This design comes from an exercise in tuning for small area, a short achievable clock period and few clock cycles per item on the open sky130 flow, not from production work.
RTL that was checked went through simulation tests only; none was proved equivalent to the original.
Power figures rest on the tool's default switching activity, not on a simulated workload.

==> module sce_line_filter, before the edit <==
module sce_line_filter (
    input  wire        clk,
    input  wire        rst,         
    input  wire        start,
    input  wire [15:0] len,         
    input  wire [31:0] radius,      
    input  wire        fp_mode,     
    output wire        idle,
    input  wire        in_valid,
    input  wire [31:0] in_data,
    output wire        in_ready,
    output reg         out_valid,
    output reg  [31:0] out_data,
    input  wire        out_ready
);
    reg        busy;       
    reg [15:0] rem;        
    reg [15:0] pos;        
    reg [15:0] rad;        
    reg        nofast;     
    reg        rdy;        
    assign idle     = !busy;
    assign in_ready = rdy;
    wire take   = start && !busy && (len != 16'd0);
    wire accept = in_valid && rdy;
    wire last   = (rem == 16'd1);
    wire fast_w = !nofast && (rad < pos) && (rad < rem);
    reg [31:0] in_d;
    reg        in_v, in_f, in_fs;
    reg        tail;       
    reg [31:0] w [0:15];
    reg [15:0] wf;         
    reg [7:0]  wv;         
    reg [7:0]  wfs;        
    reg        stall;      
    wire flush = !in_v && tail && (wv != 8'd0);
    wire sh    = !stall && (in_v || flush);
    wire inv_n = accept || (in_v && stall);
    wire [15:0] wf_n  = sh ? {wf[14:0], in_v && in_f} : wf;
    wire [7:0]  wv_n  = sh ? {wv[6:0], in_v} : wv;
    wire        inf_n = accept ? (pos == 16'd0) : in_f;
    wire        fs_n  = sh ? wfs[6] : wfs[7];
    wire [16:0] m_n;
    reg  [16:0] m;
    assign m_n[8] = 1'b1;
    genvar k;
    generate
        for (k = 1; k <= 8; k = k + 1) begin : g_mask
            assign m_n[8 - k] = !fs_n && !(|wf_n[7 + k - 1 : 7]);
            if (k < 8) begin : g_y
                assign m_n[8 + k] = !fs_n && wv_n[7 - k] && !(|wf_n[6 : 7 - k]);
            end else begin : g_y8
                assign m_n[16] = !fs_n && inv_n && !inf_n && !(|wf_n[6 : 0]);
            end
        end
    endgenerate
    wire [31:0] tap [0:16];
    generate
        for (k = 0; k < 16; k = k + 1) begin : g_tap
            assign tap[k] = w[15 - k] & {32{m[k]}};
        end
    endgenerate
    assign tap[16] = in_d & {32{m[16]}};
    localparam integer ND = 61;
    reg  [4*ND-1:0] ra;
    reg             ra_v, ra_fs;
    wire [4*ND-1:0] sa_n;
    genvar c;
    generate
        for (c = 0; c < 4; c = c + 1) begin : g_sa
            wire [ND-1:0] dd;
            wire [7:0]    x8 = tap[8][31 - 8*c -: 8];
            sce_sum_a u_sum (
                .x0 (tap[0][31 - 8*c -: 8]),  .x1 (tap[1][31 - 8*c -: 8]),
                .x2 (tap[2][31 - 8*c -: 8]),  .x3 (tap[3][31 - 8*c -: 8]),
                .x4 (tap[4][31 - 8*c -: 8]),  .x5 (tap[5][31 - 8*c -: 8]),
                .x6 (tap[6][31 - 8*c -: 8]),  .x7 (tap[7][31 - 8*c -: 8]),
                .x8 (x8),                     .x9 (tap[9][31 - 8*c -: 8]),
                .x10(tap[10][31 - 8*c -: 8]), .x11(tap[11][31 - 8*c -: 8]),
                .x12(tap[12][31 - 8*c -: 8]), .x13(tap[13][31 - 8*c -: 8]),
                .x14(tap[14][31 - 8*c -: 8]), .x15(tap[15][31 - 8*c -: 8]),
                .x16(tap[16][31 - 8*c -: 8]),
                .fs(wfs[7]),
                .d(dd)
            );
            assign sa_n[ND*c +: ND] = dd;
        end
    endgenerate
    reg  [67:0] rb;
    reg         rb_v, rb_fs;
    wire [67:0] sb_n;
    generate
        for (c = 0; c < 4; c = c + 1) begin : g_sb
            sce_sum_b u_sumb (.d(ra[ND*c +: ND]), .s2(sb_n[17*c +: 17]));
        end
    endgenerate
    wire [31:0] res;
    generate
        for (c = 0; c < 4; c = c + 1) begin : g_sc
            wire [7:0] q;
            sce_div u_div (.a(rb[17*c +: 17]), .q(q));
            assign res[31 - 8*c -: 8] = rb_fs ? rb[17*c + 5 +: 8] : q;
        end
    endgenerate
    reg        e1_v;
    reg [31:0] e1_d;
    wire push  = !stall && rb_v;
    wire efree = !out_valid || out_ready;
    wire ov_n  = efree ? (e1_v || push) : 1'b1;
    wire e1v_n = efree ? (e1_v && push) : (e1_v || push);
    wire rav_n = stall ? ra_v : (sh && wv[7]);
    wire rbv_n = stall ? rb_v : ra_v;
    wire stall_n = ov_n && e1v_n && rbv_n;
    integer i;
    always @(posedge clk) begin
        if (!in_v || !stall)
            in_d <= in_data;
        if (accept) begin
            in_f  <= (pos == 16'd0);
            in_fs <= fast_w;
        end
        if (sh) begin
            for (i = 15; i > 0; i = i - 1)
                w[i] <= w[i-1];
            w[0] <= in_d;
            wf   <= wf_n;
            wfs  <= {wfs[6:0], in_fs};
        end
        m <= m_n;
        if (!stall) begin
            ra    <= sa_n;
            ra_fs <= wfs[7];
            rb    <= sb_n;
            rb_fs <= ra_fs;
        end
        if (efree)
            out_data <= e1_v ? e1_d : res;
        if (efree || !e1_v)
            e1_d <= res;
        if (take) begin
            rem    <= len;
            rad    <= radius[15:0];
            nofast <= fp_mode || (radius[31:16] != 16'd0);
        end else if (accept) begin
            rem <= rem - 16'd1;
        end
        if (take)
            pos <= 16'd0;
        else if (accept)
            pos <= pos + 16'd1;
        if (rst) begin
            busy      <= 1'b0;
            rdy       <= 1'b0;
            in_v      <= 1'b0;
            tail      <= 1'b1;
            wv        <= 8'd0;
            ra_v      <= 1'b0;
            rb_v      <= 1'b0;
            out_valid <= 1'b0;
            e1_v      <= 1'b0;
            stall     <= 1'b0;
        end else begin
            if (take)
                busy <= 1'b1;
            else if (accept && last)
                busy <= 1'b0;
            rdy <= (take || (busy && !(accept && last))) && (!inv_n || !stall_n);
            in_v <= inv_n;
            if (accept)
                tail <= last;
            if (sh)
                wv <= {wv[6:0], in_v};
            ra_v      <= rav_n;
            rb_v      <= rbv_n;
            out_valid <= ov_n;
            e1_v      <= e1v_n;
            stall     <= stall_n;
        end
    end
endmodule
export LEC_CHECK = 0
export CAP_MARGIN = 20
export CORE_MARGIN = 2
export CORE_UTILIZATION = 40
export SLEW_MARGIN = 20
create_clock -name core_clock -period 20.0 [get_ports {clk}]
standard.sh (not shown) runs the stock make flow with config.mk's settings and CLKGATE_MAP_FILE= SYNTH_SCRIPT=/design/flow/synth_recipe.tcl, a recipe that flattens the netlist after the stock synthesis.
==> flow/flow/run.sh <==
#!/bin/bash
# Standard layout with two changes:
#  - port buffers are buf_2 cells (the default pick is a slow delay buffer);
#  - after the standard synthesis, polopt.py picks the polarity of each full
#    adder (a full adder inverted on all inputs gives inverted outputs) so as
#    to drop most inverters between adders. Registers are untouched.
set -euo pipefail
ARGS=(BUFFER_PORTS_ARGS="-buffer_cell sky130_fd_sc_hd__buf_2")
bash standard.sh "${ARGS[@]}" synth > synth.log 2>&1
R=orfs/results/${FLOW_PLATFORM:-sky130hd}/sce_line_filter/base
cp $R/1_2_yosys.v synth_standard.v
python3 flow/polopt.py synth_standard.v $R/1_2_yosys.v > polopt.log 2>&1
touch $R/1_2_yosys.v
bash standard.sh "${ARGS[@]}" finish > finish.log 2>&1
Other scripts of this flow, unchanged in this note and not shown: flow/flow/polopt.py
The starting point passed the timing, design-rule and antenna checks.
Testbench counts at the start, summed over its fixed seeds: cycles 10,478, items 10,254.
==> next run, changes <==
--- a/flow/design.v
+++ b/flow/design.v
@@ -20,5 +20,6 @@
     reg        nofast;     
     reg        rdy;        
-    assign idle     = !busy;
+    reg        idle_r;     
+    assign idle     = idle_r;
     assign in_ready = rdy;
     wire take   = start && !busy && (len != 16'd0);
@@ -106,5 +107,6 @@
     reg [31:0] e1_d;
     wire push  = !stall && rb_v;
-    wire efree = !out_valid || out_ready;
+    reg  e0_empty;         
+    wire efree = e0_empty || out_ready;
     wire ov_n  = efree ? (e1_v || push) : 1'b1;
     wire e1v_n = efree ? (e1_v && push) : (e1_v || push);
@@ -138,5 +140,5 @@
         if (efree || !e1_v)
             e1_d <= res;
-        if (take) begin
+        if (!busy) begin
             rem    <= len;
             rad    <= radius[15:0];
@@ -145,5 +147,5 @@
             rem <= rem - 16'd1;
         end
-        if (take)
+        if (!busy)
             pos <= 16'd0;
         else if (accept)
@@ -151,4 +153,5 @@
         if (rst) begin
             busy      <= 1'b0;
+            idle_r    <= 1'b1;
             rdy       <= 1'b0;
             in_v      <= 1'b0;
@@ -158,11 +161,15 @@
             rb_v      <= 1'b0;
             out_valid <= 1'b0;
+            e0_empty  <= 1'b1;
             e1_v      <= 1'b0;
             stall     <= 1'b0;
         end else begin
-            if (take)
-                busy <= 1'b1;
-            else if (accept && last)
-                busy <= 1'b0;
+            if (take) begin
+                busy   <= 1'b1;
+                idle_r <= 1'b0;
+            end else if (accept && last) begin
+                busy   <= 1'b0;
+                idle_r <= 1'b1;
+            end
             rdy <= (take || (busy && !(accept && last))) && (!inv_n || !stall_n);
             in_v <= inv_n;
@@ -174,4 +181,5 @@
             rb_v      <= rbv_n;
             out_valid <= ov_n;
+            e0_empty  <= !ov_n;
             e1_v      <= e1v_n;
             stall     <= stall_n;
Outcome:
- The changed run completed with no timing, DRC or antenna violations
- clock skew drops by 3.7 ps
- power climbs by about 3%
- cell count climbs by 1.6%
- fmax climbs by 0.86%
- critical path depth is unchanged
- cell area climbs by about 0.65%
- utilization drops by 0.16 points
- non-clock buffer count climbs by 1
- die area climbs by 0.70%
- wire length climbs by 3.6%
- count of clock-buffer cells in the layout climbs by 6
- combinational power climbs by 4.8%
Function not checked in the second run of this note: the RTL went through the layout flow alone.

==> port drivers added, routing unchanged <==
The flow's constraints put no driver on any port. The routed layouts listed below were extracted and timed again, unchanged, in two steps. Step 1, drivers: a clkbuf_16 drives clk and a buf_2 each remaining input, both assumed. Step 2 adds t to the input delays and takes it off the output delays; t is the mean of the earliest and latest rising clock arrival at the registers after step 1. Input paths then give back, and output paths get back, about the clock's delay inside the block. Slacks: ideal ports / drivers / drivers and shift; pairs: ideal ports / drivers.
run	t, ns	setup WS [ns]	hold slack, ns	slew at the worst register clock pin (ns)	pins driven straight from the clock port
the first run	0.786	14.488 / 14.412 / 13.876	0.413 / 0.413 / 0.413	0.07 / 0.07	1
the second run	0.830	14.535 / 14.459 / 14.335	0.389 / 0.389 / 0.389	0.07 / 0.07	1
After both steps every run listed still meets setup and hold. For the first run, which loses most, drivers alone change the setup slack by -0.076 ns; drivers and shift together by -0.612 ns.
